This design comes from an exercise in tuning for small area, a short achievable clock period and few clock cycles on the open sky130 flow, not from production work. In this exercise RTL edits were held to simulation tests only and were not proved equivalent to the original. Power is estimated from default activity; no workload was simulated.

==> flow/design.v <==
module gfce_crc_byte (
    input  wire [15:0] crc_in,
    input  wire [7:0]  data,
    output reg  [15:0] crc_out
);
    integer i;
    always @(*) begin
        crc_out = crc_in ^ {8'h00, data};
        for (i = 0; i < 8; i = i + 1) begin
            if (crc_out[0])
                crc_out = (crc_out >> 1) ^ 16'h8408;
            else
                crc_out = crc_out >> 1;
        end
    end
endmodule
module gfce_tx #(
    parameter [7:0] LOCAL_ADDR = 8'h42
) (
    input  wire       clk,
    input  wire       rst,
    input  wire       req_valid,
    output wire       req_ready,
    input  wire [7:0] req_dest,
    input  wire [7:0] req_cmd,
    input  wire [7:0] req_plen,
    input  wire       pl_valid,
    output wire       pl_ready,
    input  wire [7:0] pl_data,
    output wire       out_valid,
    input  wire       out_ready,
    output wire [7:0] out_data,
    output wire       done,
    output wire [3:0] done_status,
    output wire [7:0] done_inserted
);
    localparam [7:0] ESC = 8'hE0, ACK = 8'hE1, SOF = 8'hE2, EOF = 8'hE3;
    localparam [15:0] CRC_SOF = 16'hC4FF;    
    reg s_start, s_dest, s_len, s_src, s_cmd, s_pay, s_crch, s_crcl, s_eof, s_ack, s_rej;
    reg        hv;             
    reg [7:0]  h;
    reg        pend;           
    reg [1:0]  pend_lo;        
    reg [15:0] crc;            
    reg [7:0]  count;          
    reg [7:0]  inserted;       
    wire gen = !hv || out_ready;     
    wire pop = hv && out_ready;
    assign out_valid     = hv;
    assign out_data      = h;
    assign done          = (s_start && pop) || s_rej;
    assign done_status   = {s_rej, 3'b000};
    assign done_inserted = inserted;
    function automatic is_res(input [7:0] b);
        is_res = (b[7:2] == 6'b111000);
    endfunction
    wire [7:0] len_byte = {req_plen[7:3] + 5'd1, req_plen[2:0]};
    wire       too_long = (req_plen[7:3] == 5'b11111);    
    wire [7:0] fc = ({8{s_dest}} & req_dest) | ({8{s_len}} & len_byte) |
                    ({8{s_src}} & LOCAL_ADDR) | ({8{s_cmd}} & req_cmd) |
                    ({8{s_pay}} & pl_data);
    wire [7:0] fb = fc | ({8{s_crch}} & crc[15:8]) | ({8{s_crcl}} & crc[7:0]);
    wire res = (s_dest && is_res(req_dest)) || (s_len && (req_plen[7:2] == 6'b110110)) ||
               (s_cmd && is_res(req_cmd)) || (s_pay && is_res(pl_data)) ||
               (s_crch && is_res(crc[15:8])) || (s_crcl && is_res(crc[7:0]));
    wire [15:0] crc_next;
    gfce_crc_byte u_crc (.crc_in(crc), .data(fc), .crc_out(crc_next));
    wire interior = s_dest || s_len || s_src || s_cmd || s_pay || s_crch || s_crcl;
    wire ready_st = (interior && !s_pay) || (s_pay && pl_valid) || s_eof || s_ack;
    wire go       = gen && !pend;
    wire proc     = go && ready_st;                           
    wire start    = gen && s_start && req_valid && !too_long;  
    wire reject   = s_start && !hv && req_valid && too_long;
    wire esc_now  = proc && res;
    wire push     = gen && (pend || ready_st || (s_start && req_valid && !too_long));
    assign req_ready = (s_cmd && go) || s_rej;
    assign pl_ready  = s_pay && go;
    reg [7:0] pb;
    always @(*) begin
        if (pend)
            pb = {6'b110000, pend_lo};
        else if (s_start)
            pb = SOF;
        else if (s_eof)
            pb = EOF;
        else if (s_ack)
            pb = ACK;
        else if (res)
            pb = ESC;
        else
            pb = fb;
    end
    always @(posedge clk) begin
        if (rst) begin
            s_start <= 1'b1;
            s_dest  <= 1'b0;
            s_len   <= 1'b0;
            s_src   <= 1'b0;
            s_cmd   <= 1'b0;
            s_pay   <= 1'b0;
            s_crch  <= 1'b0;
            s_crcl  <= 1'b0;
            s_eof   <= 1'b0;
            s_ack   <= 1'b0;
            s_rej   <= 1'b0;
            hv      <= 1'b0;
            pend    <= 1'b0;
        end else begin
            if (push) hv <= 1'b1;
            else if (pop) hv <= 1'b0;
            if (gen) begin
                if (pend) pend <= 1'b0;
                else if (esc_now) pend <= 1'b1;
            end
            if (start) begin
                s_start <= 1'b0;
                s_dest  <= 1'b1;
            end
            if (reject) begin
                s_start <= 1'b0;
                s_rej   <= 1'b1;
            end
            if (s_rej) begin
                s_rej   <= 1'b0;
                s_start <= 1'b1;
            end
            if (proc) begin
                s_dest <= 1'b0;
                s_len  <= s_dest;
                s_src  <= s_len;
                s_cmd  <= s_src;
                s_crcl <= s_crch;
                s_eof  <= s_crcl;
                s_ack  <= s_eof;
                if (s_ack) s_start <= 1'b1;
                if (s_cmd) begin
                    s_pay  <= (req_plen != 8'd0);
                    s_crch <= (req_plen == 8'd0);
                end else begin
                    s_pay  <= s_pay && (count != 8'd1);
                    s_crch <= s_pay && (count == 8'd1);
                end
            end
        end
    end
    always @(posedge clk) begin
        if (push) h <= pb;
        if (esc_now) pend_lo <= fb[1:0];
        if (start)
            crc <= CRC_SOF;
        else if (proc && (s_dest || s_len || s_src || s_cmd || s_pay))
            crc <= crc_next;
        if (start)
            inserted <= 8'd0;
        else if (esc_now)
            inserted <= inserted + 8'd1;
        if (proc && s_cmd)
            count <= req_plen;
        else if (proc && s_pay)
            count <= count - 8'd1;
    end
endmodule
module gfce_rx (
    input  wire       clk,
    input  wire       rst,
    input  wire       in_valid,
    output wire       in_ready,
    input  wire [7:0] in_data,
    output reg        pl_valid,
    output reg  [7:0] pl_data,
    output reg        done,
    output wire [3:0] status,
    output wire [7:0] msg_dest,
    output wire [7:0] msg_len,
    output wire [7:0] msg_src,
    output wire [7:0] msg_cmd
);
    localparam [7:0] ESC = 8'hE0, SOF = 8'hE2, EOF = 8'hE3;
    localparam [7:0] RX_LIMIT = 8'd255;    
    localparam [15:0] CRC_SOF = 16'hC4FF;  
    reg [7:0]  idx;         
    reg        escp;        
    reg        escerr;      
    reg        len_ok;      
    reg [15:0] crc;         
    reg [7:0]  d1, d2;      
    reg [7:0]  b_dest, b_len, b_src, b_cmd;
    reg [2:0]  st;
    assign in_ready = 1'b1;
    assign status   = {1'b0, st};
    assign msg_dest = b_dest;
    assign msg_len  = b_len;
    assign msg_src  = b_src;
    assign msg_cmd  = b_cmd;
    wire [15:0] crc_next;
    gfce_crc_byte u_crc (.crc_in(crc), .data(d2), .crc_out(crc_next));
    wire is_sof = (in_data == SOF);
    wire is_eof = (in_data == EOF);
    wire is_esc = (in_data == ESC);
    wire [7:0] value    = {in_data[7:6], in_data[5] ^ escp, in_data[4:0]};
    wire       reserved = (value[7:2] == 6'b111000);
    wire       other    = in_valid && !is_sof && !is_eof && !is_esc;
    wire       store    = other && (idx != RX_LIMIT);
    wire       restart  = in_valid && (is_sof || is_eof);
    wire len_bad = (idx[7:1] == 7'd0) || !len_ok;
    wire crc_bad = (crc != {d2, d1});
    wire lowlen   = (b_len[7:3] == 5'd0);
    wire lsmall  = len_bad || (!crc_bad && lowlen);
    wire [2:0] eof_status = {escerr || escp || (!len_bad && crc_bad),
                             escerr || escp || lsmall,
                             escerr || (!escp && lsmall)};
    always @(posedge clk) begin
        if (rst) begin
            idx      <= 8'd0;
            escp     <= 1'b0;
            escerr   <= 1'b0;
            pl_valid <= 1'b0;
            done     <= 1'b0;
        end else begin
            done     <= in_valid && is_eof;
            pl_valid <= store && (idx >= 8'd6);
            if (restart) begin
                idx    <= 8'd0;
                escp   <= 1'b0;
                escerr <= 1'b0;
            end else if (in_valid && is_esc) begin
                if (escp)
                    escerr <= 1'b1;
                escp <= 1'b1;
            end else if (other) begin
                escp <= 1'b0;
                if (escp && !reserved)
                    escerr <= 1'b1;
                if (store)
                    idx <= idx + 8'd1;
            end
        end
    end
    always @(posedge clk) begin
        pl_data <= d2;
        if (in_valid && is_eof)
            st <= eof_status;
        if (rst || restart)
            crc <= CRC_SOF;
        else if (store && (idx >= 8'd2))
            crc <= crc_next;
        if (store) begin
            d1 <= value;
            d2 <= d1;
            if (idx == 8'd1)
                len_ok <= (value == 8'd4);
            else
                len_ok <= ({1'b0, b_len} == {1'b0, idx} + 9'd3);
            case (idx)
                8'd0: b_dest <= value;
                8'd1: b_len  <= value;
                8'd2: b_src  <= value;
                8'd3: b_cmd  <= value;
                default: ;
            endcase
        end
    end
endmodule
module gfce_codec (
    input  wire       clk,
    input  wire       rst,
    input  wire       tx_req_valid,
    output wire       tx_req_ready,
    input  wire [7:0] tx_req_dest,
    input  wire [7:0] tx_req_cmd,
    input  wire [7:0] tx_req_plen,
    input  wire       tx_pl_valid,
    output wire       tx_pl_ready,
    input  wire [7:0] tx_pl_data,
    output wire       tx_out_valid,
    input  wire       tx_out_ready,
    output wire [7:0] tx_out_data,
    output wire       tx_done,
    output wire [3:0] tx_done_status,
    output wire [7:0] tx_done_inserted,
    input  wire       rx_in_valid,
    output wire       rx_in_ready,
    input  wire [7:0] rx_in_data,
    output wire       rx_pl_valid,
    output wire [7:0] rx_pl_data,
    output wire       rx_done,
    output wire [3:0] rx_status,
    output wire [7:0] rx_dest,
    output wire [7:0] rx_len,
    output wire [7:0] rx_src,
    output wire [7:0] rx_cmd
);
    gfce_tx #(.LOCAL_ADDR(8'h42)) u_tx (
        .clk(clk), .rst(rst),
        .req_valid(tx_req_valid), .req_ready(tx_req_ready),
        .req_dest(tx_req_dest), .req_cmd(tx_req_cmd), .req_plen(tx_req_plen),
        .pl_valid(tx_pl_valid), .pl_ready(tx_pl_ready), .pl_data(tx_pl_data),
        .out_valid(tx_out_valid), .out_ready(tx_out_ready), .out_data(tx_out_data),
        .done(tx_done), .done_status(tx_done_status), .done_inserted(tx_done_inserted)
    );
    gfce_rx u_rx (
        .clk(clk), .rst(rst),
        .in_valid(rx_in_valid), .in_ready(rx_in_ready), .in_data(rx_in_data),
        .pl_valid(rx_pl_valid), .pl_data(rx_pl_data),
        .done(rx_done), .status(rx_status),
        .msg_dest(rx_dest), .msg_len(rx_len), .msg_src(rx_src), .msg_cmd(rx_cmd)
    );
endmodule
==> flow/run.sh <==
#!/bin/bash
# synth_recipe.tcl (not shown) runs the flow's synth.tcl, then flattens the netlist and writes it again
# the make line also repeats each setting of config.mk as NAME=value (left out here)
make -C /OpenROAD-flow-scripts/flow DESIGN_CONFIG=/design/flow/config.mk WORK_HOME=/design/flow/orfs CLKGATE_MAP_FILE= SYNTH_SCRIPT=/design/flow/synth_recipe.tcl finish
==> flow/config.mk <==
export PLATFORM = sky130hd
export DESIGN_NAME = gfce_codec
export DESIGN_NICKNAME = gfce_codec
export VERILOG_FILES = /design/flow/design.v
export SDC_FILE = /design/flow/constraint.sdc
export NUM_CORES = 4
export LEC_CHECK = 0
export CAP_MARGIN = 20
export CORE_MARGIN = 2
export CORE_UTILIZATION = 40
export SETUP_SLACK_MARGIN = 1.5
export SLEW_MARGIN = 20
==> flow/constraint.sdc <==
create_clock -name core_clock -period 4.0 [get_ports {clk}]
set_input_delay 0.8000 -clock core_clock [delete_from_list [all_inputs] [get_ports {clk}]]
set_output_delay 0.8000 -clock core_clock [all_outputs]
set_load 0.01 [all_outputs]
==> results.cfg, run 1 <==
[run_status]
status = complete, no violations

[power_and_ir_drop]
p_per_area_nw_per_um2 = 458
cellLeakagePower_nw = 3.16
irDropWorstVdd_uv = 309

[synth]
yosysWarnings = 3
yosysSeqAreaShare_pct = 52.0
synth_fa_ha_area_share_pct = 1.83
synth_top_area_share_pct = 30.7
synth_top_family_by_area = simple AND/OR/NAND/NOR gates
synthTopCellsByArea = edfxtp_1, dfxtp_1, xnor2_1
yosys.area_share.simple_pct = 16.0
muxShareOfSynthArea_pct = 0.438
synth-xor-area-share_pct = 12.7
synthArstFlopShare_pct = 0
synth_common_cells = dfxtp_1, edfxtp_1, nand2_1, nor2_1, xnor2_1
synth_area_um2 = 6850
synth-edff-count = 70
ys_ff_latch = 143
synth_compound_area_share_pct = 13.7
synth.avg_cell_area_um2 = 10.8
synth_cell_types = 74
ys.flop_type = dfxtp_1
yosysTopAreaCell = edfxtp_1
syn_inst = 634
yosysMostFrequentCell = dfxtp_1

[clock_network]
clock_path_buffers = 2
clock_sinks = 143
cts_made_buffers = 17
cts_tree = yes
clk_latency_ps = 420
cts-root-buf = clkbuf_16
holdBufCountCts = 0
htreeDepth = 4
path_clk_slew_ps = 60

[timing]
fin_tns_setup_ps = 0
worst_slew_pin_slew_ps = 739
clock_skew_ps = 5.77
slew_headroom_pct = 50.6
timing.hold.ws_ps = 444
drv_slew = 0
fin_crit_sh_pct = 61.4
fmax_mhz = 407
hold_violations = 0
rsz0062_at_grt = false
fin_ws_ps = 1540
finalSetupViolCount = 0
fin_crit_ps = 2460

[floorplan]
initial_core_util_pct = 41.2
fp.dieW_um = 135
rows = 47
coreArea_um2 = 16600
die_h_um = 135
dieArea_um2 = 18200
boundaryPins = 117

[hold_path]
hp-start = u_rx.d2[5]
holdPathStages = 0
hold_end = u_rx.pl_data[5]
min_path_type = flop to flop

[global_route]
gr-usage-met1_pct = 26.0
grt_pass1_vias = 5117
use_met2_pct = 31.7
top_usage_layer = met2
grt_usage_pct = 19.6
grt-ovfl-total = 0
grt_pass1_wl_mm = 27.5
grt_max_degree = 25
antenna_found_initial = 0
grt.met3_usage_pct = 4.20

[layout]
finalNetCount = 812
syn2layout_area_growth_pct = 29.5
diodes = 0
reg_top3 = u_rx.crc: 16 flops, u_tx.crc: 16 flops
drive_above_1_share_pct = 14.1
utilization_pct = 53.3

[worst_setup_path]
ff2ff_setup_slack_ps = 1700
crit_type = primary input to primary output
r2r_cells = 4
critPathArrivalTime_ps = 1660
r2r-start = u_tx.s_pay
crit_path_start_kind = primary input
critPathRequiredTime_ps = 3200
crit_fanout = 3
end_kind = primary output
r2r_end = u_tx.h[7]

[detailed_routing]
vias_per_cell = 5.33
vias = 5266
wl_mm = 17.2
wl_per_cell_um = 17.4
drt-pass1-iter-count = 5
ant_nets = 0
drt-initial-drc-count = 357
route.detailed.drc = 0

[run]
maxCapViolCount = 0

[placed_design]
post-place-ws_ps = 666
io_buffers = 111
place_congestion = 0.888
dpl.hpwl_mm = 12.7
## logic make-up after synthesis
family          Yosys count
compound gates          126
buf+inv                  41
xor+xnor                 91
simple gates            218
fa+ha+maj                10
mux                       3
flops                   143
other cells               2
## what timing repair did
item | in CTS | in global routing
pin swaps | 6 | 4
resized for setup | 25 | 18
buffers inserted | 8 | 5
setup endpoints to repair | 95 | 76
## stage by stage
step	instances	cell area (um^2)	total power [mW]
final	988	8870	4.06
after global routing	988	8870	4.24
after CTS	983	8820	4.08
after detailed placement	944	8150	2.61
after global placement	944	8150	2.59
after floorplan	637	6900	2.35
## layout by cell type (no fill, tap or decap), types with 10 or more instances in the layout
cell type        count
nor3_1              12
xnor2_1             56
dfxtp_1             72
buf_4               20
xor2_1              26
nand2_1             59
edfxtp_1            70
o211ai_1            16
a21oi_1             33
a22oi_1             10
nand4_1             15
nor4_1              10
nand3_1             13
clkdlybuf4s50_1    100
nor2_1              57
clkbuf_16           17
## worst max-delay path, cell delays in order
cell and delay [ps]:
clkdlybuf4s15_2 220, nor2b_4 150, nor2_4 70, a21o_1 190, clkdlybuf4s15_1 230
## how the worst max path moves through the flow
| stage | cells past startpoint | start | endpoint | slack [ps] |
|---|---|---|---|---|
| 2_1_floorplan | 9 | tx_req_plen[3] | u_tx.crc[3] | 1500 |
| 3_3_place_gp | 5 | tx_out_ready | tx_pl_ready | 700 |
| 3_5_place_dp | 6 | rx_in_data[2] | u_rx.b_src[0] | 670 |
| 4_1_cts | 5 | tx_out_ready | tx_pl_ready | 1500 |
| 5_1_grt | 6 | u_tx.s_pay | u_tx.inserted[1] | 1500 |
| 6_report | 5 | tx_out_ready | tx_req_ready | 1540 |
## routing by layer
metal,vias up,routed length [um]
met1,2524,7620
met2,174,8360
li1,2542,-
met5,-,0
met4,0,354
met3,26,839
## layout make-up
cell class	count	area [um^2]
Fill cell	1422	7770
Sequential cell	143	3560
Multi-Input combinational cell	453	3190
Timing Repair Buffer	132	1270
Clock buffer	17	425
Tap cell	220	275
Clock inverter	14	109
Inverter	9	33.8
## report_power, final
group / switching (mW) / total, mW / internal [mW]
combinational: 0.415 / 0.821 / 0.406
clock: 0.639 / 1.44 / 0.797
sequential: 0.137 / 1.80 / 1.66
total: 1.19 / 4.06 / 2.87
Testbench counts, summed over its fixed seeds: cycles 18,293.
==> run 2, diff against run 1 <==
--- a/flow/design.v
+++ b/flow/design.v
@@ -56,5 +56,4 @@
     endfunction
-    wire [7:0] len_byte = {req_plen[7:3] + 5'd1, req_plen[2:0]};
     wire       too_long = (req_plen[7:3] == 5'b11111);    
-    wire [7:0] fc = ({8{s_dest}} & req_dest) | ({8{s_len}} & len_byte) |
+    wire [7:0] fc = ({8{s_dest}} & req_dest) | ({8{s_len}} & count) |
                     ({8{s_src}} & LOCAL_ADDR) | ({8{s_cmd}} & req_cmd) |
@@ -62,3 +61,3 @@
     wire [7:0] fb = fc | ({8{s_crch}} & crc[15:8]) | ({8{s_crcl}} & crc[7:0]);
-    wire res = (s_dest && is_res(req_dest)) || (s_len && (req_plen[7:2] == 6'b110110)) ||
+    wire res = (s_dest && is_res(req_dest)) || (s_len && is_res(count)) ||
                (s_cmd && is_res(req_cmd)) || (s_pay && is_res(pl_data)) ||
@@ -136,7 +135,7 @@
                 if (s_cmd) begin
-                    s_pay  <= (req_plen != 8'd0);
-                    s_crch <= (req_plen == 8'd0);
+                    s_pay  <= (count != 8'd8);
+                    s_crch <= (count == 8'd8);
                 end else begin
-                    s_pay  <= s_pay && (count != 8'd1);
-                    s_crch <= s_pay && (count == 8'd1);
+                    s_pay  <= s_pay && (count != 8'd9);
+                    s_crch <= s_pay && (count == 8'd9);
                 end
@@ -147,3 +146,3 @@
         if (push) h <= pb;
-        if (esc_now) pend_lo <= fb[1:0];
+        if (!pend) pend_lo <= fb[1:0];
         if (start)
@@ -154,6 +153,6 @@
             inserted <= 8'd0;
-        else if (esc_now)
+        else if (pend && gen)
             inserted <= inserted + 8'd1;
-        if (proc && s_cmd)
-            count <= req_plen;
+        if (s_start)
+            count <= {req_plen[7:3] + 5'd1, req_plen[2:0]};
         else if (proc && s_pay)
@@ -184,2 +183,3 @@
     reg        len_ok;      
+    reg        early;       
     reg [15:0] crc;         
@@ -218,2 +218,3 @@
             done     <= 1'b0;
+            early    <= 1'b1;
         end else begin
@@ -222,2 +223,3 @@
             if (restart) begin
+                early  <= 1'b1;
                 idx    <= 8'd0;
@@ -235,2 +237,4 @@
                     idx <= idx + 8'd1;
+                if (store && idx[1:0] == 2'd3)
+                    early <= 1'b0;
             end
@@ -253,9 +257,10 @@
                 len_ok <= ({1'b0, b_len} == {1'b0, idx} + 9'd3);
-            case (idx)
-                8'd0: b_dest <= value;
-                8'd1: b_len  <= value;
-                8'd2: b_src  <= value;
-                8'd3: b_cmd  <= value;
-                default: ;
-            endcase
+            if (early) begin
+                case (idx[1:0])
+                    2'd0: b_dest <= value;
+                    2'd1: b_len  <= value;
+                    2'd2: b_src  <= value;
+                    2'd3: b_cmd  <= value;
+                endcase
+            end
         end
==> flow/flow/run.sh (new file) <==
#!/bin/bash
set -euo pipefail
export BUFFER_PORTS_ARGS="-buffer_cell sky130_fd_sc_hd__buf_1"
bash standard.sh > standard_flow.log 2>&1
==> flow/standard.sh (new file) <==
#!/bin/bash
# synth_recipe.tcl (not shown) runs the flow's synth.tcl, then flattens the netlist and writes it again
# the make line also repeats each setting of config.mk as NAME=value (left out here)
make -C /OpenROAD-flow-scripts/flow DESIGN_CONFIG=/design/flow/config.mk WORK_HOME=/design/flow/orfs CLKGATE_MAP_FILE= SYNTH_SCRIPT=/design/flow/synth_recipe.tcl "${@:-finish}"
--- a/flow/config.mk
+++ b/flow/config.mk
@@ -10,3 +10,3 @@
 export CORE_UTILIZATION = 40
-export SETUP_SLACK_MARGIN = 1.5
+export SETUP_SLACK_MARGIN = 1.8
 export SLEW_MARGIN = 20
removed: flow/run.sh
==> run 2 against run 1 <==
Compared with the run above:
- combinational power decreased by 27%
- synthesized cell count shrank 3.8%
- cell count shrank 2.0%
- register-to-register slack gained 100 ps
- critical endpoint is now u_tx.crc[7]
- largest cell class unchanged
- highest routed layer unchanged
==> results.cfg, run 2 <==
[detailed_routing]
route.detailed.drc = 0
drt-pass1-iter-count = 5
ant_nets = 0
wl_per_cell_um = 17.2
vias = 5194
wl_mm = 16.7
vias_per_cell = 5.37
drt-initial-drc-count = 314

[worst_setup_path]
end_kind = flop
crit_fanout = 3
ff2ff_setup_slack_ps = 1800
crit_type = primary input to flop
critPathArrivalTime_ps = 2540
critPathRequiredTime_ps = 4290
crit_path_start_kind = primary input

[timing]
rsz0062_at_grt = true
finalSetupViolCount = 0
fmax_mhz = 445
hold_violations = 0
clock_skew_ps = 17.4
worst_slew_pin_slew_ps = 664
fin_ws_ps = 1750
fin_crit_ps = 2250
slew_headroom_pct = 55.5
fin_crit_sh_pct = 56.2
drv_slew = 0
fin_tns_setup_ps = 0
timing.hold.ws_ps = 440

[hold_path]
min_path_type = flop to flop

[synth]
synth_top_family_by_area = simple AND/OR/NAND/NOR gates
synth_area_um2 = 6620
muxShareOfSynthArea_pct = 0.907
synthArstFlopShare_pct = 0
ys.flop_type = dfxtp_1
synth_common_cells = dfxtp_1, edfxtp_1, nand2_1, xor2_1, nor2_1
synth_cell_types = 59
yosysMostFrequentCell = dfxtp_1
yosysTopAreaCell = edfxtp_1
synth.avg_cell_area_um2 = 10.9
synth_top_area_share_pct = 31.7
syn_inst = 610
synthTopCellsByArea = edfxtp_1, dfxtp_1, xor2_1
yosysWarnings = 3
yosysSeqAreaShare_pct = 54.1
synth_compound_area_share_pct = 11.8
yosys.area_share.simple_pct = 15.6
ys_ff_latch = 144
synth_fa_ha_area_share_pct = 2.08
synth-xor-area-share_pct = 12.4
synth-edff-count = 70

[global_route]
grt-ovfl-total = 0
grt_pass1_vias = 4964
antenna_found_initial = 0
grt_max_degree = 25
grt_usage_pct = 18.9
grt_pass1_wl_mm = 26.1

[power_and_ir_drop]
combPwrFrac_pct = 15.6
pwr-share-clk_pct = 38.1
pwr-share-seq_pct = 46.4
p_per_area_nw_per_um2 = 473
p_total_mw = 3.84
irDropWorstVdd_uv = 351
swShare_pct = 27.5
cellLeakagePower_nw = 2.89
p_sw_mw = 1.05
p_int_mw = 2.78

[layout]
final_cell_mix = buf_1, edfxtp_1, dfxtp_1
finalNetCount = 792
reg_top3 = u_rx.crc: 16 flops, u_tx.crc: 16 flops
diodes = 0
syn2layout_area_growth_pct = 22.4
instances_no_fill = 968
drive_above_1_share_pct = 14.7
fill_cells = 1497
final_common_cell = buf_1

[clock_network]
htreeDepth = 4
cts_made_buffers = 17
cts_tree = yes
clock_path_buffers = 2
clk_latency_ps = 430
holdBufCountCts = 0
clock_sinks = 144
path_clk_slew_ps = 60
cts-root-buf = clkbuf_16

[placed_design]
post-place-cells = 916
place_congestion = 0.880
post-place-ws_ps = 953
io_buffers = 111
dpl.hpwl_mm = 12.0

[floorplan]
dieArea_um2 = 17600
fp.dieW_um = 133
coreArea_um2 = 16400
die_h_um = 133
initial_core_util_pct = 40.4
rows = 47
boundaryPins = 117

[run_status]
status = complete, no violations

[run]
maxCapViolCount = 0
run 2: changes by cell type after synthesis, sizes merged, moves of 7 or more:
| cell | delta |
|---|---|
| nor2 | -15 |
| xor2 | +23 |
| a21oi | -13 |
| nand3 | -9 |
| xnor2 | -19 |
| o21ai | +7 |
| and3 | +8 |
run 2: power groups by stage:
stage	registers, mW	clock network (mW)	logic, mW
5_1_grt	1.79	1.55	0.649
2_1_floorplan	1.78	0	0.394
3_3_place_gp	1.80	0	0.516
4_1_cts	1.78	1.49	0.547
6_report	1.78	1.46	0.597
3_5_place_dp	1.81	0	0.524
run 2: critical path: stages:
cell and delay [ps]:
buf_1 100, a22o_1 250, a221oi_1 540, xor2_1 170, xnor2_1 420, xnor2_1 180, o21ai_0 80
run 2: cell type report:
type | count | area [um^2] | share of cell area [%]
clock inverters | 13 | 115 | 1.42
well taps | 220 | 275 | 3.40
flip-flops and latches | 144 | 3610 | 44.6
clock buffers | 19 | 433 | 5.34
repair buffers | 135 | 626 | 7.72
inverters | 6 | 22.5 | 0.278
multi-input cells | 431 | 3020 | 37.3
run 2: worst paths after layout:
path              depth (start not counted)           start              end
setup / recovery                          7  tx_req_dest[4]      u_tx.crc[7]
hold / removal                            0      u_rx.d2[6]  u_rx.pl_data[6]
setup reg to reg                          6   u_tx.count[4]      u_tx.crc[7]
hold reg to reg                           0      u_rx.d2[6]  u_rx.pl_data[6]
run 2: kinds of logic (layout without fill, tap and decap cells):
kind of cell | count (synthesis) | after routing
buffers and inverters | 40 | 173
muxes | 6 | 6
adders and majority gates | 11 | 11
and+or+nand+nor | 202 | 202
DFF | 144 | 144
other | 2 | 5
AOI/OAI and AO/OA | 111 | 113
xor gates and xnor gates | 94 | 94
run 2: repair_timing:
action,CTS,global route
endpoints found under the setup margin,100,43
buffers inserted,4,14
gates cloned,1,1
resized for setup,20,27
pin swaps,2,5
run 2: per-stage QoR:
| step | utilization, % | instance area [um^2] |
|---|---|---|
| finish | 49.4 | 8110 |
| global route | 49.4 | 8110 |
| CTS | 48.2 | 7900 |
| detailed placement | 44.3 | 7260 |
| global placement | 44.3 | 7260 |
| floorplan | - | 6710 |
run 2: layer usage:
metal,GRT usage [%],wire [um],vias up
li1,-,-,2454
met2,31.5,8210,206
met3,4.98,954,20
met4,5.79,255,0
met5,0,0,-
met1,24.1,7270,2514
Testbench counts of run 2, summed over its fixed seeds: cycles 18,293.
==> run 3, diff against run 2 <==
--- a/flow/config.mk
+++ b/flow/config.mk
@@ -10,3 +10,4 @@
 export CORE_UTILIZATION = 40
-export SETUP_SLACK_MARGIN = 1.8
+export CTS_BUF_LIST = sky130_fd_sc_hd__clkbuf_8
+export SETUP_SLACK_MARGIN = 2.0
 export SLEW_MARGIN = 20
==> run 3 against run 2 <==
Compared with the run above:
- clock power down 21%
- non-clock buffer count up 40
- worst setup slack better by 39 ps
- cell count up 4.3%
- sequential power about the same
- total power down 4.3%
- hold slack better by 12 ps
- cell area up 7.3%
- sequential share of layout area down 2.8 points
==> results.cfg, run 3 <==
[clock_network]
path_clk_slew_ps = 80
clock_path_buffers = 2
clock_sinks = 144
cts_made_buffers = 17
clk_latency_ps = 450
htreeDepth = 4
cts_tree = yes
cts-root-buf = clkbuf_8

[synth]
yosysSeqAreaShare_pct = 54.1
ys.flop_type = dfxtp_1
synthTopCellsByArea = edfxtp_1, dfxtp_1, xor2_1
syn_inst = 610
ys_ff_latch = 144
synth_cell_types = 59
synth-edff-count = 70
synth_top_area_share_pct = 31.7
synth_area_um2 = 6620
synthArstFlopShare_pct = 0
synth_common_cells = dfxtp_1, edfxtp_1, nand2_1, xor2_1, nor2_1
synth.avg_cell_area_um2 = 10.9
yosysMostFrequentCell = dfxtp_1
yosysWarnings = 3
yosysTopAreaCell = edfxtp_1

[detailed_routing]
wl_per_cell_um = 18.1
ant_nets = 0
wl_mm = 18.3
drt-initial-drc-count = 259
wl_met2_mm = 9.36
routed.top_layer = met4
drt-pass1-iter-count = 4
vias = 5422
wirelength_met1_mm = 7.43
met3_length_um = 967
route.detailed.drc = 0
vias_per_cell = 5.37

[worst_setup_path]
path_cells = buf_8, nor2b_4, nor2_4, a21o_1, buf_2
end_kind = primary output
critPathSlowestCell = a21o_1
crit_path_start_kind = primary input
r2r-start = u_tx.s_pay
slowest_delay_ps = 170
critPathArrivalTime_ps = 1410
crit_buf_inv = 2
critPathRequiredTime_ps = 3200
r2r_end = u_tx.h[6]
crit_cells = 5
r2r_cells = 7
path_delay_family = buffers and inverters
crit_type = primary input to primary output
crit_fanout = 3
startpoint = tx_out_ready
worstSetupEndpoint = tx_req_ready
ff2ff_setup_slack_ps = 1920

[layout]
syn2layout_area_growth_pct = 31.4
finalNetCount = 834
diodes = 0
multi_input_area_um2 = 3340
utilization_pct = 53.0
reg_top3 = u_rx.crc: 16 flops, u_tx.crc: 16 flops
drive_above_1_share_pct = 25.1
fill_cells = 1395
instances_no_fill = 1010
final-seq-area_um2 = 3640
final_cell_mix = buf_1, edfxtp_1, dfxtp_1
final_common_cell = buf_1

[floorplan]
die_h_um = 133
boundaryPins = 117
initial_core_util_pct = 40.4
rows = 47
fp.dieW_um = 133
dieArea_um2 = 17600
coreArea_um2 = 16400

[timing]
fin_crit_ps = 2210
clock_skew_ps = 13.4
fin_ws_ps = 1790
drv_slew = 0
fin_crit_sh_pct = 55.2
fin_tns_setup_ps = 0
worst_slew_pin_slew_ps = 909
hold_violations = 0
finalSetupViolCount = 0
fmax_mhz = 453
rsz0062_at_grt = true
slew_headroom_pct = 39.4

[global_route]
antenna_found_initial = 0
grt_max_degree = 25
grt_pass1_wl_mm = 27.7
grt_pass1_vias = 5200
grt_usage_pct = 20.2
grt-ovfl-total = 0

[placed_design]
dpl.hpwl_mm = 12.1
io_buffers = 111
place_congestion = 0.848
post-place-cells = 912
post-place-ws_ps = 1230

[power_and_ir_drop]
cellLeakagePower_nw = 3.16
irDropWorstVdd_uv = 225
p_per_area_nw_per_um2 = 422
p_total_mw = 3.67

[hold_path]
min_path_type = flop to flop

[run]
maxCapViolCount = 0

[run_status]
status = complete, no violations
==> run 3: cell counts after synthesis <==
No cell type changed its count.
==> run 3: worst min-delay path by stage <==
stage / end / depth (start not counted) / startpoint / slack [ps]
6_report: u_rx.pl_data[0] / 0 / u_rx.d2[0] / 450
5_1_grt: u_rx.pl_data[6] / 0 / u_rx.d2[6] / 470
4_1_cts: u_rx.pl_data[0] / 0 / u_rx.d2[0] / 450
3_5_place_dp: u_rx.pl_data[0] / 0 / u_rx.d2[0] / 430
3_3_place_gp: u_rx.pl_data[6] / 0 / u_rx.d2[6] / 440
2_1_floorplan: u_rx.pl_data[3] / 0 / u_rx.d2[3] / 410
==> run 3: metal layers <==
layer,vias to the layer above,GRT usage [%]
met5,-,0
met2,207,35.2
met3,47,4.60
li1,2540,-
met4,0,7.89
met1,2628,24.4
==> run 3: stage by stage <==
| step | cell area (um^2) | hold slack (ps) |
|---|---|---|
| global placement | 7340 | 436 |
| global route | 8700 | 469 |
| finish | 8700 | 452 |
| detailed placement | 7340 | 433 |
| CTS | 8240 | 454 |
| floorplan | 6870 | 407 |
==> run 3: repair_timing <==
action / in CTS / in global routing
gates resized for setup: 62 / 45
endpoints found under the hold margin: 0 / 0
setup endpoints to repair: 131 / 89
buffers inserted: 34 / 27
pin swaps: 17 / 24
hold buffers: 0 / 0
cloned: 5 / 0
==> run 3: power breakdown <==
group | switching [mW] | total (mW) | leakage, nW | internal (mW)
clock network | 0.622 | 1.15 | 0.201 | 0.532
logic | 0.402 | 0.758 | 1.68 | 0.356
registers | 0.102 | 1.76 | 1.28 | 1.66
==> run 3: cell families after synthesis <==
| group | after synthesis | synth area share [%] |
|---|---|---|
| AOI/OAI and AO/OA | 111 | 11.8 |
| buffers and inverters | 40 | 2.97 |
| adders and majority gates | 11 | 2.08 |
| muxes | 6 | 0.907 |
| and+or+nand+nor | 202 | 15.6 |
| xor gates and xnor gates | 94 | 12.4 |
| DFF | 144 | 54.1 |
| other | 2 | 0.113 |
==> run 3: cell type report <==
class / count / share of cell area (%)
clock inverter: 14 / 1.68
clock buffer: 18 / 2.85
tap: 220 / 3.16
multi-input combinational: 433 / 38.4
sequential: 144 / 41.8
inverter: 6 / 0.259
timing repair buffer: 175 / 11.8
==> run 4, diff against run 3 <==
--- a/flow/config.mk
+++ b/flow/config.mk
@@ -11,3 +11,3 @@
 export CTS_BUF_LIST = sky130_fd_sc_hd__clkbuf_8
-export SETUP_SLACK_MARGIN = 2.0
+export SETUP_SLACK_MARGIN = 2.2
 export SLEW_MARGIN = 20
==> run 4 against run 3 <==
Compared with the run above:
- area after synthesis unchanged
- hold slack better by 6.8 ps
- highest routed layer unchanged
- total power up 2.2%
==> results.cfg, run 4 <==
[power_and_ir_drop]
p_per_area_nw_per_um2 = 384
cellLeakagePower_nw = 3.76
swShare_pct = 30.5
p_int_mw = 2.61
irDropWorstVdd_uv = 202
combPwrFrac_pct = 24.3
p_sw_mw = 1.15
pwr-share-seq_pct = 46.9
pwr-share-clk_pct = 28.8

[timing]
slew_headroom_pct = 55.7
fin_crit_ps = 2210
fin_ws_ps = 1790
fin_crit_sh_pct = 55.2
worst_slew_pin_slew_ps = 662
fmax_mhz = 453
clock_skew_ps = 17.4
rsz0062_at_grt = true
finalSetupViolCount = 0
fin_tns_setup_ps = 0
hold_violations = 0
drv_slew = 0

[synth]
ys_ff_latch = 144
yosysWarnings = 3
synth_top_area_share_pct = 31.7
synth_common_cells = dfxtp_1, edfxtp_1, nand2_1, xor2_1, nor2_1
yosysMostFrequentCell = dfxtp_1
synth_area_um2 = 6620
ys.flop_type = dfxtp_1
yosysTopAreaCell = edfxtp_1
synth_cell_types = 59
yosysSeqAreaShare_pct = 54.1
synth.avg_cell_area_um2 = 10.9
synthArstFlopShare_pct = 0
synth-edff-count = 70
syn_inst = 610
synthTopCellsByArea = edfxtp_1, dfxtp_1, xor2_1

[worst_setup_path]
path_delay_family = buffers and inverters
crit_buf_inv = 2
crit_path_start_kind = primary input
crit_fanout = 3
critPathRequiredTime_ps = 3200
critPathSlowestCell = a21o_1
startpoint = tx_out_ready
slowest_delay_ps = 180
critPathArrivalTime_ps = 1410
path_cells = buf_8, nor2b_4, nor2_4, a21o_1, buf_2
end_kind = primary output
crit_type = primary input to primary output
r2r-start = u_tx.s_src

[clock_network]
cts-root-buf = clkbuf_8
path_clk_slew_ps = 70
holdBufCountCts = 0
cts_tree = yes
htreeDepth = 4
clock_sinks = 144
clk_latency_ps = 460
clock_path_buffers = 2
cts_made_buffers = 17

[placed_design]
post-place-ws_ps = 1150
place_congestion = 0.844
dpl.hpwl_mm = 11.8
post-place-cells = 915
io_buffers = 111

[layout]
instances_no_fill = 1065
final_cell_mix = buf_4, edfxtp_1, dfxtp_1
syn2layout_area_growth_pct = 47.7
drive_above_1_share_pct = 43.8
utilization_pct = 59.6
fill_cells = 1340
multi_input_area_um2 = 3670
final-seq-area_um2 = 3660
diodes = 0
final_common_cell = buf_4
finalNetCount = 889
reg_top3 = u_rx.crc: 16 flops, u_tx.crc: 16 flops

[detailed_routing]
vias_per_cell = 5.46
drt-pass1-iter-count = 5
drt-initial-drc-count = 471
route.detailed.drc = 0
wl_mm = 20.1
ant_nets = 0
wl_per_cell_um = 18.8
vias = 5811

[global_route]
grt-ovfl-total = 0
grt_pass1_wl_mm = 29.4
grt_usage_pct = 21.4
antenna_found_initial = 0
grt_max_degree = 25
grt_pass1_vias = 5485

[hold_path]
min_path_type = flop to flop
hp-start = u_rx.d2[2]

[floorplan]
rows = 47
dieArea_um2 = 17600
die_h_um = 133
fp.dieW_um = 133
coreArea_um2 = 16400
boundaryPins = 117
initial_core_util_pct = 40.4

[run_status]
status = complete, no violations

[run]
maxCapViolCount = 0
==> run 4: cell types whose count changed in the layout (fill, tap and decap cells not counted), sizes merged <==
cell / before / now
clkinv: 4 / 8
and2: 2 / 3
buf: 171 / 188
inv: 14 / 10
bufbuf: 1 / 0
clkbuf: 21 / 59
==> run 4: what timing repair did <==
action                     4_1_cts  5_1_grt
setup endpoints to repair      163      176
resized for setup              166      112
buffers inserted                68       38
cloned                          11        1
pin swaps                       54       54
==> run 4: layout make-up <==
| type | count | area share, % |
|---|---|---|
| sequential | 144 | 37.4 |
| timing repair buffer | 229 | 18.2 |
| clock buffer | 18 | 2.53 |
| inverter | 6 | 0.269 |
| multi-input combinational | 434 | 37.5 |
| tap | 220 | 2.81 |
| clock inverter | 14 | 1.20 |
==> run 4: logic make-up (layout without fill, tap and decap cells) <==
| family | Yosys count | count (layout) | synth area share [%] |
|---|---|---|---|
| AOI/OAI and AO/OA | 111 | 115 | 11.8 |
| xor gates and xnor gates | 94 | 94 | 12.4 |
| adders and majority gates | 11 | 11 | 2.08 |
| buffers and inverters | 40 | 267 | 2.97 |
| DFF | 144 | 144 | 54.1 |
| muxes | 6 | 6 | 0.907 |
| other | 2 | 5 | 0.113 |
| and+or+nand+nor | 202 | 203 | 15.6 |
==> run 4: final timing paths <==
check	slack [ps]	cells past startpoint	endpoint
max reg2reg	1990	6	u_tx.s_src
min reg2reg	460	0	u_rx.pl_data[2]
min	460	0	u_rx.pl_data[2]
max	1790	5	tx_req_ready
==> run 4: metrics by stage <==
step	hold WS [ps]	total power [mW]	instance area, um^2
after global placement	447	2.36	7470
after floorplan	407	2.22	6990
after detailed placement	451	2.37	7470
after global routing	491	3.91	9780
after CTS	468	3.66	9130
final	459	3.75	9780
==> run 4: power groups by stage <==
stage / clock network, mW / logic (mW) / registers (mW)
after floorplan: 0 / 0.439 / 1.78
final: 1.08 / 0.911 / 1.76
after global routing: 1.17 / 0.965 / 1.77
after CTS: 1.10 / 0.807 / 1.76
after global placement: 0 / 0.549 / 1.81
after detailed placement: 0 / 0.559 / 1.81
==> run 4: worst register-to-register path, delay by kind of cell (launching register included) <==
kind,cells,cell delay [ps]
muxes,1,170
and+or+nand+nor,2,590
buffers and inverters,1,150
AOI/OAI and AO/OA,2,620
DFF,1,340
==> run 4: routing by layer <==
| layer | vias to the layer above | track usage [%] | share of wire, % |
|---|---|---|---|
| met4 | 0 | 9.14 | 2.2 |
| met2 | 266 | 35.0 | 51 |
| met5 | - | 0 | 0 |
| met3 | 40 | 5.71 | 6.1 |
| li1 | 2671 | - | - |
| met1 | 2834 | 26.7 | 40 |
==> run 5, diff against run 4 <==
--- a/flow/config.mk
+++ b/flow/config.mk
@@ -9,5 +9,5 @@
 export CORE_MARGIN = 2
-export CORE_UTILIZATION = 40
+export CORE_UTILIZATION = 60
 export CTS_BUF_LIST = sky130_fd_sc_hd__clkbuf_8
-export SETUP_SLACK_MARGIN = 2.2
+export SETUP_SLACK_MARGIN = 1.8
 export SLEW_MARGIN = 20
==> run 5 against run 4 <==
Compared with the run above:
- register-to-register slack got worse by 130 ps
- fmax increased by 0.23%
- hold slack improved by 1.6 ps
- sequential power about the same
- clock skew decreased by 7.2 ps
- routed wire length decreased by 21%
- largest cell class is now sequential cells
- critical path depth unchanged
- critical endpoint unchanged
- via count decreased by 12%
- clock-buffer cell count increased by 1
- worst setup slack improved by 5.1 ps
==> results.cfg, run 5 <==
[synth]
ys_ff_latch = 144
yosysWarnings = 3
ys.flop_type = dfxtp_1
synth-xor-area-share_pct = 12.4
synth_top_family_by_area = simple AND/OR/NAND/NOR gates
synthArstFlopShare_pct = 0
synth_common_cells = dfxtp_1, edfxtp_1, nand2_1, xor2_1, nor2_1
yosys.area_share.simple_pct = 15.6
synth_area_um2 = 6620
synth_top_area_share_pct = 31.7
yosysTopAreaCell = edfxtp_1
synthTopCellsByArea = edfxtp_1, dfxtp_1, xor2_1
yosysMostFrequentCell = dfxtp_1
synth-edff-count = 70
synth_cell_types = 59
synth_fa_ha_area_share_pct = 2.08
yosysSeqAreaShare_pct = 54.1
muxShareOfSynthArea_pct = 0.907
synth.avg_cell_area_um2 = 10.9
synth_compound_area_share_pct = 11.8
syn_inst = 610

[worst_setup_path]
crit_type = primary input to primary output
critPathRequiredTime_ps = 3200
crit_fanout = 3
path_cells = buf_8, nor2b_4, nor2_4, a21o_1, buf_2
end_kind = primary output
crit_path_start_kind = primary input
path_delay_family = buffers and inverters
critPathSlowestCell = a21o_1
crit_buf_inv = 2
slowest_delay_ps = 170
critPathArrivalTime_ps = 1400

[layout]
drive_above_1_share_pct = 15.3
final_cell_mix = buf_1, edfxtp_1, dfxtp_1
reg_top3 = u_rx.crc: 16 flops, u_tx.crc: 16 flops
final_common_cell = buf_1
multi_input_area_um2 = 3010
instances_no_fill = 891
final-seq-area_um2 = 3610
syn2layout_area_growth_pct = 19.7
diodes = 0
finalNetCount = 795
fill_cells = 781

[timing]
slew_headroom_pct = 43.9
fin_ws_ps = 1800
worst_slew_pin_slew_ps = 838
fin_tns_setup_ps = 0
fmax_mhz = 454
drv_slew = 0
timing.hold.ws_ps = 461
hold_violations = 0
fin_crit_ps = 2200
finalSetupViolCount = 0
rsz0062_at_grt = true
fin_crit_sh_pct = 55.1
clock_skew_ps = 10.1

[clock_network]
path_clk_slew_ps = 80
cts-root-buf = clkbuf_8
cts_made_buffers = 17
holdBufCountCts = 0
clock_path_buffers = 2
clock_sinks = 144
cts_tree = yes
clk_latency_ps = 450
htreeDepth = 4

[detailed_routing]
wl_mm = 15.8
vias_per_cell = 5.76
drt-pass1-iter-count = 5
wl_per_cell_um = 17.7
ant_nets = 0
vias = 5136
drt-initial-drc-count = 284
route.detailed.drc = 0

[power_and_ir_drop]
p_per_area_nw_per_um2 = 456
p_total_mw = 3.62
cellLeakagePower_nw = 2.88
irDropWorstVdd_uv = 322

[floorplan]
boundaryPins = 117
coreArea_um2 = 10800
die_h_um = 109
initial_core_util_pct = 61.4
rows = 38
fp.dieW_um = 109
dieArea_um2 = 11900

[placed_design]
post-place-ws_ps = 1000
place_congestion = 0.875
dpl.hpwl_mm = 10.7
post-place-cells = 837
io_buffers = 111

[global_route]
antenna_found_initial = 0
grt_usage_pct = 27.2
grt_pass1_wl_mm = 24.4
grt-ovfl-total = 0
grt_max_degree = 34
grt_pass1_vias = 4824

[run]
maxCapViolCount = 0

[run_status]
status = complete, no violations

[hold_path]
min_path_type = flop to flop
==> run 5: cell counts after synthesis <==
No cell type changed its count.
==> run 5: area by class of cell <==
cell class | count | area share (%)
Clock buffer | 19 | 3.30
Clock inverter | 13 | 2.10
Inverter | 6 | 0.284
Multi-Input combinational cell | 430 | 38.0
Sequential cell | 144 | 45.6
Tap cell | 140 | 2.21
Timing Repair Buffer | 139 | 8.49
==> run 5: path summary, 6_finish.rpt <==
path | start | endpoint | slack, ps | cells after the start
setup / recovery | tx_out_ready | tx_req_ready | 1800 | 5
hold / removal | u_rx.d2[6] | u_rx.pl_data[6] | 460 | 0
setup reg to reg | u_tx.count[5] | u_tx.h[6] | 1860 | 6
hold reg to reg | u_rx.d2[6] | u_rx.pl_data[6] | 460 | 0
==> run 5: stage by stage <==
step,cell area [um^2],utilization (%)
after global routing,7930,73.4
final,7930,73.4
after floorplan,6710,-
after CTS,7700,71.4
after detailed placement,7170,66.4
after global placement,7170,66.4
==> run 5: repair_timing <==
item                                    4_1_cts  5_1_grt
gates cloned                                  1        0
buffers inserted                              1       20
pin swaps                                     1        6
gates resized for setup                      34       15
endpoints found under the hold margin         0        0
endpoints found under the setup margin       85       35
==> run 5: logic make-up (layout without fill, tap and decap cells) <==
| logic type | count (synthesis) | in the layout |
|---|---|---|
| buffers and inverters | 40 | 177 |
| AOI/OAI and AO/OA | 111 | 112 |
| other | 2 | 5 |
| muxes | 6 | 6 |
| xor gates and xnor gates | 94 | 94 |
| DFF | 144 | 144 |
| adders and majority gates | 11 | 11 |
| and+or+nand+nor | 202 | 202 |
==> run 5: power by group <==
| part | leakage, nW | switching (mW) | internal [mW] |
|---|---|---|---|
| clock | 0.222 | 0.541 | 0.702 |
| sequential | 1.28 | 0.109 | 1.66 |
| combinational | 1.38 | 0.330 | 0.272 |
| total | 2.88 | 0.980 | 2.64 |
==> run 5: layer usage <==
metal  share of wire [%]  global-route usage (%)  up-vias
li1                    -                       -     2461
met1                  41                    33.6     2442
met2                  50                    45.1      195
met3                 5.7                    6.52       38
met4                 3.1                    12.8        0
met5                   0                       0        -
==> run 6, diff against run 5 <==
--- a/flow/config.mk
+++ b/flow/config.mk
@@ -9,3 +9,3 @@
 export CORE_MARGIN = 2
-export CORE_UTILIZATION = 60
+export CORE_UTILIZATION = 75
 export CTS_BUF_LIST = sky130_fd_sc_hd__clkbuf_8
==> run 6 against run 5 <==
Compared with the run above:
- register-to-register slack got worse by 90 ps
- die area fell by 19%
- critical path depth fell by 1
- critical endpoint unchanged
==> results.cfg, run 6 <==
[layout]
reg_top3 = u_rx.crc: 16 flops, u_tx.crc: 16 flops
utilization_pct = 90.8
syn2layout_area_growth_pct = 18.4
final_common_cell = buf_1
finalNetCount = 792
final_cell_mix = buf_1, edfxtp_1, dfxtp_1
drive_above_1_share_pct = 15.6
diodes = 0

[worst_setup_path]
critPathRequiredTime_ps = 3200
r2r-start = u_tx.count[1]
r2r_cells = 6
ff2ff_setup_slack_ps = 1770
crit_path_start_kind = flop
end_kind = primary output
critPathArrivalTime_ps = 1450
crit_fanout = 5
r2r_end = u_tx.crc[8]
crit_type = flop to primary output

[synth]
synth-edff-count = 70
yosysWarnings = 3
synth_area_um2 = 6620
synth.avg_cell_area_um2 = 10.9
synthTopCellsByArea = edfxtp_1, dfxtp_1, xor2_1
yosysSeqAreaShare_pct = 54.1
yosysTopAreaCell = edfxtp_1
synth_top_area_share_pct = 31.7
synth_common_cells = dfxtp_1, edfxtp_1, nand2_1, xor2_1, nor2_1
syn_inst = 610
yosysMostFrequentCell = dfxtp_1
ys.flop_type = dfxtp_1
synth_cell_types = 59
synthArstFlopShare_pct = 0
ys_ff_latch = 144

[timing]
rsz0062_at_grt = true
clock_skew_ps = 25.3
fmax_mhz = 444
fin_tns_setup_ps = 0
fin_crit_ps = 2250
hold_violations = 0
timing.hold.ws_ps = 462
slew_headroom_pct = 29.2
worst_slew_pin_slew_ps = 1060
finalSetupViolCount = 0
drv_slew = 0
fin_crit_sh_pct = 56.3
fin_ws_ps = 1750

[global_route]
grt-ovfl-total = 0
grt_max_degree = 25
grt_usage_pct = 36.5
grt_pass1_vias = 5293
antenna_found_initial = 0
grt_pass1_wl_mm = 27.3

[power_and_ir_drop]
cellLeakagePower_nw = 2.84
p_int_mw = 2.59
swShare_pct = 29.0
irDropWorstVdd_uv = 340
combPwrFrac_pct = 16.8
p_sw_mw = 1.06
p_total_mw = 3.65
pwr-share-seq_pct = 48.8
p_per_area_nw_per_um2 = 466
pwr-share-clk_pct = 34.4

[hold_path]
min_path_type = flop to flop
hp-start = u_rx.d2[3]
holdPathStages = 0
hold_end = u_rx.pl_data[3]

[clock_network]
cts_made_buffers = 17
clk_latency_ps = 460
cts-root-buf = clkbuf_8
cts_tree = yes
path_clk_slew_ps = 90
holdBufCountCts = 0
clock_sinks = 144
clock_path_buffers = 2
htreeDepth = 4

[detailed_routing]
route.detailed.drc = 0
wl_mm = 18.9
vias = 5723
wl_per_cell_um = 22.1
drt-pass1-iter-count = 6
ant_nets = 0
drt-initial-drc-count = 556
vias_per_cell = 6.69

[placed_design]
dpl.hpwl_mm = 11.0
place_congestion = 0.899
post-place-ws_ps = 1050
io_buffers = 111

[floorplan]
fp.dieW_um = 98.0
boundaryPins = 117
coreArea_um2 = 8640
dieArea_um2 = 9600
die_h_um = 98.0
rows = 34
initial_core_util_pct = 76.7

[run]
maxCapViolCount = 0

[run_status]
status = complete, no violations
[run 6: how the worst max path moves through the flow]
stage / startpoint / to / depth (start not counted)
2_1_floorplan: rx_in_data[7] / u_rx.b_cmd[0] / 5
3_3_place_gp: rx_in_data[3] / u_rx.crc[9] / 7
3_5_place_dp: rx_in_data[3] / u_rx.idx[5] / 8
4_1_cts: u_tx.hv / tx_req_ready / 4
5_1_grt: u_tx.count[1] / u_tx.crc[8] / 6
6_report: u_tx.hv / tx_req_ready / 4
[run 6: area by class of cell]
cell class / count / area, um^2
timing repair buffer: 136 / 623
tap: 108 / 135
fill: 354 / 795
clock inverter: 15 / 191
inverter: 6 / 26.3
sequential: 144 / 3610
multi-input combinational: 430 / 3020
clock buffer: 17 / 234
[run 6: timing repair]
item                                    CTS  global route
resized for setup                        18            29
gates cloned                              1             0
endpoints found under the setup margin  104            92
buffers inserted                          7            15
pin swaps                                 1             4
[run 6: power groups by stage]
stage / combinational (mW) / clock (mW) / sequential, mW
floorplan: 0.394 / 0 / 1.78
global placement: 0.497 / 0 / 1.80
detailed placement: 0.524 / 0 / 1.80
CTS: 0.547 / 1.24 / 1.77
global route: 0.658 / 1.30 / 1.79
finish: 0.615 / 1.26 / 1.78
[run 6: layer usage]
metal	GRT usage (%)	vias up	part of all wire, %
met3	8.45	110	9.5
met1	43.9	2711	35
met4	15.6	0	5.4
met5	0	-	0
li1	-	2461	-
met2	63.3	441	50
[run 6: kinds of logic after synthesis]
family                   count (synthesis)  synth area share [%]
AND/OR/NAND/NOR                        202                  15.6
flip-flops                             144                  54.1
AO/OA/AOI/OAI                          111                  11.8
XOR/XNOR                                94                  12.4
buffers and inverters                   40                  2.97
adder cells (fa/ha/maj)                 11                  2.08
multiplexers                             6                 0.907
other                                    2                 0.113
[run 6: stage by stage]
stage | area [um^2] | instances
floorplan | 6710 | 613
global placement | 7100 | 801
finish | 7840 | 856
CTS | 7640 | 841
detailed placement | 7110 | 801
global route | 7840 | 856
[run 6: critical path, stage by stage (launching register included)]
cell and delay (ps):
dfxtp_2 420, nor2b_4 220, nor2_4 60, a21o_1 170
clkbuf_2 130
==> run 7, diff against run 6 <==
--- a/flow/config.mk
+++ b/flow/config.mk
@@ -9,4 +9,5 @@
 export CORE_MARGIN = 2
-export CORE_UTILIZATION = 75
+export CORE_UTILIZATION = 40
 export CTS_BUF_LIST = sky130_fd_sc_hd__clkbuf_8
+export PLACE_DENSITY = 0.85
 export SETUP_SLACK_MARGIN = 1.8
==> run 7 against run 6 <==
Compared with the run above:
- first-iteration DRC count decreased by 33%
- sequential power about the same
- hold slack worse by 10 ps
- synthesized cell count stayed put
- cell area rose by 0.21%
- clock power down 13%
- total power down 5.2%
- die area increased by 83%
- non-clock buffer count decreased by 10
- fmax is 0.57% higher
- clock skew decreased by 8.6 ps
==> results.cfg, run 7 <==
[timing]
hold_violations = 0
fin_tns_setup_ps = 0
drv_slew = 0
finalSetupViolCount = 0
fmax_mhz = 446
slew_headroom_pct = 38.2
fin_crit_ps = 2240
fin_crit_sh_pct = 56.0
clock_skew_ps = 16.7
rsz0062_at_grt = true
worst_slew_pin_slew_ps = 927

[worst_setup_path]
critPathRequiredTime_ps = 3200
end_kind = primary output
critPathArrivalTime_ps = 1440
crit_path_start_kind = primary input
critPathSlowestCell = and3_4
startpoint = tx_out_ready
slowest_delay_ps = 200
r2r-start = u_tx.s_dest
path_cells = buf_2, nand2b_1, and3_4, buf_1
crit_type = primary input to primary output
crit_fanout = 3

[floorplan]
coreArea_um2 = 16400
rows = 47
boundaryPins = 117
initial_core_util_pct = 40.4
dieArea_um2 = 17600
fp.dieW_um = 133
die_h_um = 133

[layout]
diodes = 0
final_cell_mix = buf_1, edfxtp_1, dfxtp_1
utilization_pct = 47.9
reg_top3 = u_rx.crc: 16 flops, u_tx.crc: 16 flops
syn2layout_area_growth_pct = 18.6
drive_above_1_share_pct = 13.4
final_common_cell = buf_1
finalNetCount = 782

[detailed_routing]
drt-pass1-iter-count = 5
wl_mm = 16.0
ant_nets = 0
drt-initial-drc-count = 374
wl_per_cell_um = 16.7
vias_per_cell = 5.40
route.detailed.drc = 0
vias = 5169

[global_route]
grt_usage_pct = 18.1
grt_pass1_vias = 4940
antenna_found_initial = 0
grt-ovfl-total = 0
grt_pass1_wl_mm = 25.2
grt_max_degree = 33

[synth]
ys_ff_latch = 144
synth_top_area_share_pct = 31.7
yosysWarnings = 3
syn_inst = 610
yosysMostFrequentCell = dfxtp_1
yosysSeqAreaShare_pct = 54.1
synth_cell_types = 59
synthArstFlopShare_pct = 0
synth_area_um2 = 6620
yosysTopAreaCell = edfxtp_1
synth_common_cells = dfxtp_1, edfxtp_1, nand2_1, xor2_1, nor2_1
synthTopCellsByArea = edfxtp_1, dfxtp_1, xor2_1
ys.flop_type = dfxtp_1
synth.avg_cell_area_um2 = 10.9
synth-edff-count = 70

[hold_path]
hp-start = u_rx.d2[1]
min_path_type = flop to flop

[clock_network]
cts_made_buffers = 17
htreeDepth = 4
path_clk_slew_ps = 80
cts-root-buf = clkbuf_8
holdBufCountCts = 0
clock_sinks = 144
clock_path_buffers = 2
clk_latency_ps = 460
cts_tree = yes

[run_status]
status = complete, no violations

[power_and_ir_drop]
cellLeakagePower_nw = 2.76
irDropWorstVdd_uv = 291
p_per_area_nw_per_um2 = 440

[run]
maxCapViolCount = 0

[placed_design]
io_buffers = 111
place_congestion = 0.888
dpl.hpwl_mm = 11.0
-- run 7: cell count changes in the layout (fill, tap and decap cells not counted), moves of 2 or more --
cell	previous run	this run
buf_4	24	12
inv_6	1	8
buf_1	106	110
bufinv_16	4	0
inv_8	0	4
clkbuf_2	3	0
clkinv_2	3	0
inv_4	3	0
buf_12	1	3
-- run 7: timing repair --
action                                  in CTS  in global routing
gates cloned                                 1                  0
gates resized for setup                     23                 20
setup buffers                                1                 12
endpoints found under the setup margin      86                 38
pin swaps                                    0                  1
-- run 7: through the flow --
| step | area (um^2) | power [mW] | std cells | setup slack [ps] | hold slack, ps |
|---|---|---|---|---|---|
| 3_3_place_gp | 7230 | 2.31 | 912 | 1290 | 430 |
| 6_report | 7860 | 3.46 | 958 | 1760 | 452 |
| 2_1_floorplan | 6710 | 2.17 | 613 | 1780 | 407 |
| 5_1_grt | 7860 | 3.60 | 958 | 1740 | 462 |
| 4_1_cts | 7680 | 3.43 | 946 | 1750 | 453 |
| 3_5_place_dp | 7230 | 2.32 | 912 | 1170 | 432 |
-- run 7: critical path, delay by kind of cell --
family / cells / cell delay [ps]
buffers and inverters: 2 / 260
AND/OR/NAND/NOR: 2 / 370
-- run 7: kinds of logic (layout without fill, tap and decap cells) --
family | count (synthesis) | after routing | share of synthesized area (%)
mux | 6 | 6 | 0.907
simple gates | 202 | 202 | 15.6
xor+xnor | 94 | 94 | 12.4
flops | 144 | 144 | 54.1
compound gates | 111 | 112 | 11.8
fa+ha+maj | 11 | 11 | 2.08
buf+inv | 40 | 164 | 2.97
other cells | 2 | 5 | 0.113
-- run 7: power by group --
part / switching [mW] / internal [mW]
clock network: 0.642 / 0.459
logic: 0.328 / 0.256
registers: 0.114 / 1.66
total: 1.08 / 2.38
-- run 7: path summary, 6_finish.rpt --
check	end	slack [ps]	depth (start not counted)
setup / recovery	tx_pl_ready	1760	4
hold / removal	u_rx.pl_data[1]	450	0
setup reg to reg	u_tx.crc[15]	1850	6
hold reg to reg	u_rx.pl_data[1]	450	0
-- run 7: metal layers --
metal | share of wire, % | track usage (%) | up-vias | routed length [um]
li1 | - | - | 2438 | -
met5 | 0 | 0 | - | 0
met2 | 49 | 29.4 | 225 | 7910
met1 | 41 | 23.3 | 2477 | 6590
met3 | 7.4 | 4.56 | 29 | 1190
met4 | 2.1 | 6.87 | 0 | 335
-- run 7: layout make-up --
type | count | area [um^2]
Clock buffer | 17 | 234
Clock inverter | 15 | 135
Fill cell | 1421 | 8550
Inverter | 6 | 26.3
Multi-Input combinational cell | 430 | 3010
Sequential cell | 144 | 3610
Tap cell | 220 | 275
Timing Repair Buffer | 126 | 568
==> run 8, diff against run 7 <==
--- a/flow/config.mk
+++ b/flow/config.mk
@@ -11,3 +11,2 @@
 export CTS_BUF_LIST = sky130_fd_sc_hd__clkbuf_8
-export PLACE_DENSITY = 0.85
 export SETUP_SLACK_MARGIN = 1.8
==> run 8 against run 7 <==
Compared with the run above:
- utilization is 0.41 points higher
- sequential cell count unchanged
- critical endpoint is now tx_req_ready
- global-route usage grew 0.54 points
- die area unchanged
- sequential power hardly changed
- cell area is 0.86% higher
- clock skew barely moved
- worst setup slack better by 55 ps
- critical path depth rose by 1
- largest cell class unchanged
- register-to-register slack gained 50 ps
- clock power fell by 6%
- clock-buffer cell count unchanged
==> results.cfg, run 8 <==
[global_route]
grt_pass1_wl_mm = 25.8
grt-ovfl-total = 0
grt_max_degree = 25
grt_pass1_vias = 4959
grt_usage_pct = 18.6
antenna_found_initial = 0

[worst_setup_path]
crit_type = primary input to primary output
path_delay_family = buffers and inverters
path_cells = buf_6, nor2b_4, nor2_4, a21o_1, buf_2
critPathSlowestCell = a21o_1
critPathRequiredTime_ps = 3200
end_kind = primary output
ff2ff_setup_slack_ps = 1900
r2r_end = u_tx.h[6]
crit_fanout = 3
crit_path_start_kind = primary input
slowest_delay_ps = 150
crit_buf_inv = 2
r2r_cells = 6
critPathArrivalTime_ps = 1380
r2r-start = u_tx.count[3]

[power_and_ir_drop]
cellLeakagePower_nw = 2.82
p_per_area_nw_per_um2 = 430
irDropWorstVdd_uv = 198

[synth]
ys_ff_latch = 144
yosysTopAreaCell = edfxtp_1
ys.flop_type = dfxtp_1
synth_cell_types = 59
synth_common_cells = dfxtp_1, edfxtp_1, nand2_1, xor2_1, nor2_1
synthArstFlopShare_pct = 0
syn_inst = 610
yosysWarnings = 3
synth_area_um2 = 6620
yosysSeqAreaShare_pct = 54.1
synth_top_area_share_pct = 31.7
synth-edff-count = 70
synth.avg_cell_area_um2 = 10.9
synthTopCellsByArea = edfxtp_1, dfxtp_1, xor2_1
yosysMostFrequentCell = dfxtp_1

[floorplan]
die_h_um = 133
dieArea_um2 = 17600
fp.dieW_um = 133
coreArea_um2 = 16400
boundaryPins = 117
rows = 47
initial_core_util_pct = 40.4

[hold_path]
holdPathStages = 0
hold_end = u_rx.pl_data[3]
hp-start = u_rx.d2[3]
min_path_type = flop to flop

[detailed_routing]
vias = 5148
wl_mm = 16.6
vias_per_cell = 5.31
wl_per_cell_um = 17.1
route.detailed.drc = 0
drt-initial-drc-count = 348
drt-pass1-iter-count = 5
ant_nets = 0

[timing]
finalSetupViolCount = 0
rsz0062_at_grt = true
fin_tns_setup_ps = 0
worst_slew_pin_slew_ps = 602
fin_crit_sh_pct = 54.6
drv_slew = 0
fmax_mhz = 458
fin_crit_ps = 2180
timing.hold.ws_ps = 442
clock_skew_ps = 16.4
slew_headroom_pct = 59.7
hold_violations = 0

[clock_network]
clock_sinks = 144
cts_made_buffers = 17
cts_tree = yes
path_clk_slew_ps = 80
clock_path_buffers = 2
clk_latency_ps = 440
htreeDepth = 4
cts-root-buf = clkbuf_8

[layout]
final_common_cell = buf_1
diodes = 0
fill_cells = 1513
final_cell_mix = buf_1, edfxtp_1, dfxtp_1
finalNetCount = 793
fin_area_um2 = 7930
reg_top3 = u_rx.crc: 16 flops, u_tx.crc: 16 flops
syn2layout_area_growth_pct = 19.7
drive_above_1_share_pct = 15.0

[placed_design]
place_congestion = 0.880
io_buffers = 111
dpl.hpwl_mm = 12.0
placed_cell_area_um2 = 7260

[run_status]
status = complete, no violations

[run]
maxCapViolCount = 0
[run 8: changes by cell type in the layout (fill, tap and decap cells not counted), sizes merged]
| cell | before | now |
|---|---|---|
| clkbuf | 17 | 19 |
| buf | 126 | 134 |
| o21ai | 26 | 27 |
| clkinv | 2 | 9 |
| bufinv | 0 | 1 |
| inv | 17 | 9 |
[run 8: cells by family after synthesis]
logic type / synth area share [%]
DFF: 54.1
muxes: 0.907
AOI/OAI and AO/OA: 11.8
buffers and inverters: 2.97
other: 0.113
adders and majority gates: 2.08
and+or+nand+nor: 15.6
xor gates and xnor gates: 12.4
[run 8: repair_timing]
action                                  CTS  global route
setup buffers                             4            15
hold endpoints to repair                  0             0
cloned                                    1             1
endpoints found under the setup margin  101            41
hold buffers                              0             0
pin swaps                                 1             4
gates resized for setup                  19            28
[run 8: final cells by class]
class | count | area (um^2) | area share (%)
clock inverter | 15 | 123 | 1.55
clock buffer | 17 | 234 | 2.95
sequential | 144 | 3610 | 45.6
inverter | 6 | 22.5 | 0.284
multi-input combinational | 431 | 3030 | 38.2
tap | 220 | 275 | 3.47
timing repair buffer | 136 | 628 | 7.93
[run 8: how the worst max path moves through the flow]
stage | slack (ps) | start | endpoint | cells after the start
after global routing | 1780 | u_tx.s_len | u_tx.h[4] | 4
after CTS | 1700 | u_tx.s_len | u_tx.h[7] | 4
final | 1820 | tx_out_ready | tx_req_ready | 5
after global placement | 1090 | rx_in_data[3] | u_rx.crc[8] | 8
after floorplan | 1780 | rx_in_data[7] | u_rx.b_cmd[0] | 5
after detailed placement | 950 | rx_in_data[3] | u_rx.crc[5] | 7
[run 8: report_power, final]
part,switching (mW),internal (mW),total [mW]
clock network,0.547,0.485,1.03
logic,0.332,0.267,0.599
registers,0.114,1.66,1.78
[run 8: per-stage QoR]
step	power, mW	setup slack, ps	instances	utilization (%)
global route	3.57	1780	969	48.3
detailed placement	2.33	953	916	44.3
floorplan	2.17	1780	613	-
global placement	2.32	1090	916	44.3
CTS	3.38	1700	953	47.0
finish	3.41	1820	969	48.3
[run 8: layer usage]
| metal | global-route usage [%] | part of all wire (%) | wire [um] |
|---|---|---|---|
| met5 | 0 | 0 | 0 |
| met4 | 7.17 | 1.9 | 310 |
| met3 | 4.44 | 6.1 | 1020 |
| met2 | 30.9 | 49 | 8140 |
| met1 | 23.7 | 43 | 7100 |

==> what the ideal ports hide <==
Ports are ideal in the flow. The routed layouts listed here were re-timed in OpenROAD. Step 1 sets driving cells, clkbuf_16 on the clock port and buf_2 on the other inputs (assumed; they add their load-dependent delay and slew). Step 2 also shifts input and output timing later by t, the mid clock arrival at the registers, as if the neighbouring blocks saw the same clock. Slacks: no drivers / after step 1 / after step 2; pairs: no drivers / after step 1.
run	t, ns	slack for setup (ns)	worst setup path at the end	worst data-port slew with drivers (ns)	pins driven straight from the clock port
run 1	0.462	1.545 / 1.512 / 1.106	input to register	0.06	1
run 2	0.462	1.753 / 1.772 / 1.311	input to register	0.07	1
run 3	0.481	1.792 / 1.753 / 1.434	input to register	0.07	1
run 4	0.492	1.792 / 1.753 / 1.557	input to register	0.07	1
run 5	0.477	1.797 / 1.759 / 1.376	input to register	0.05	1
run 6	0.485	1.747 / 1.714 / 1.355	input to register	0.05	1
run 7	0.487	1.760 / 1.737 / 1.325	input to register	0.04	1
run 8	0.474	1.815 / 1.783 / 1.437	input to register	0.07	1
After both steps every run listed still meets setup and hold. For run 2, which loses most, drivers alone change the setup slack by +0.019 ns; drivers and shift together by -0.442 ns.
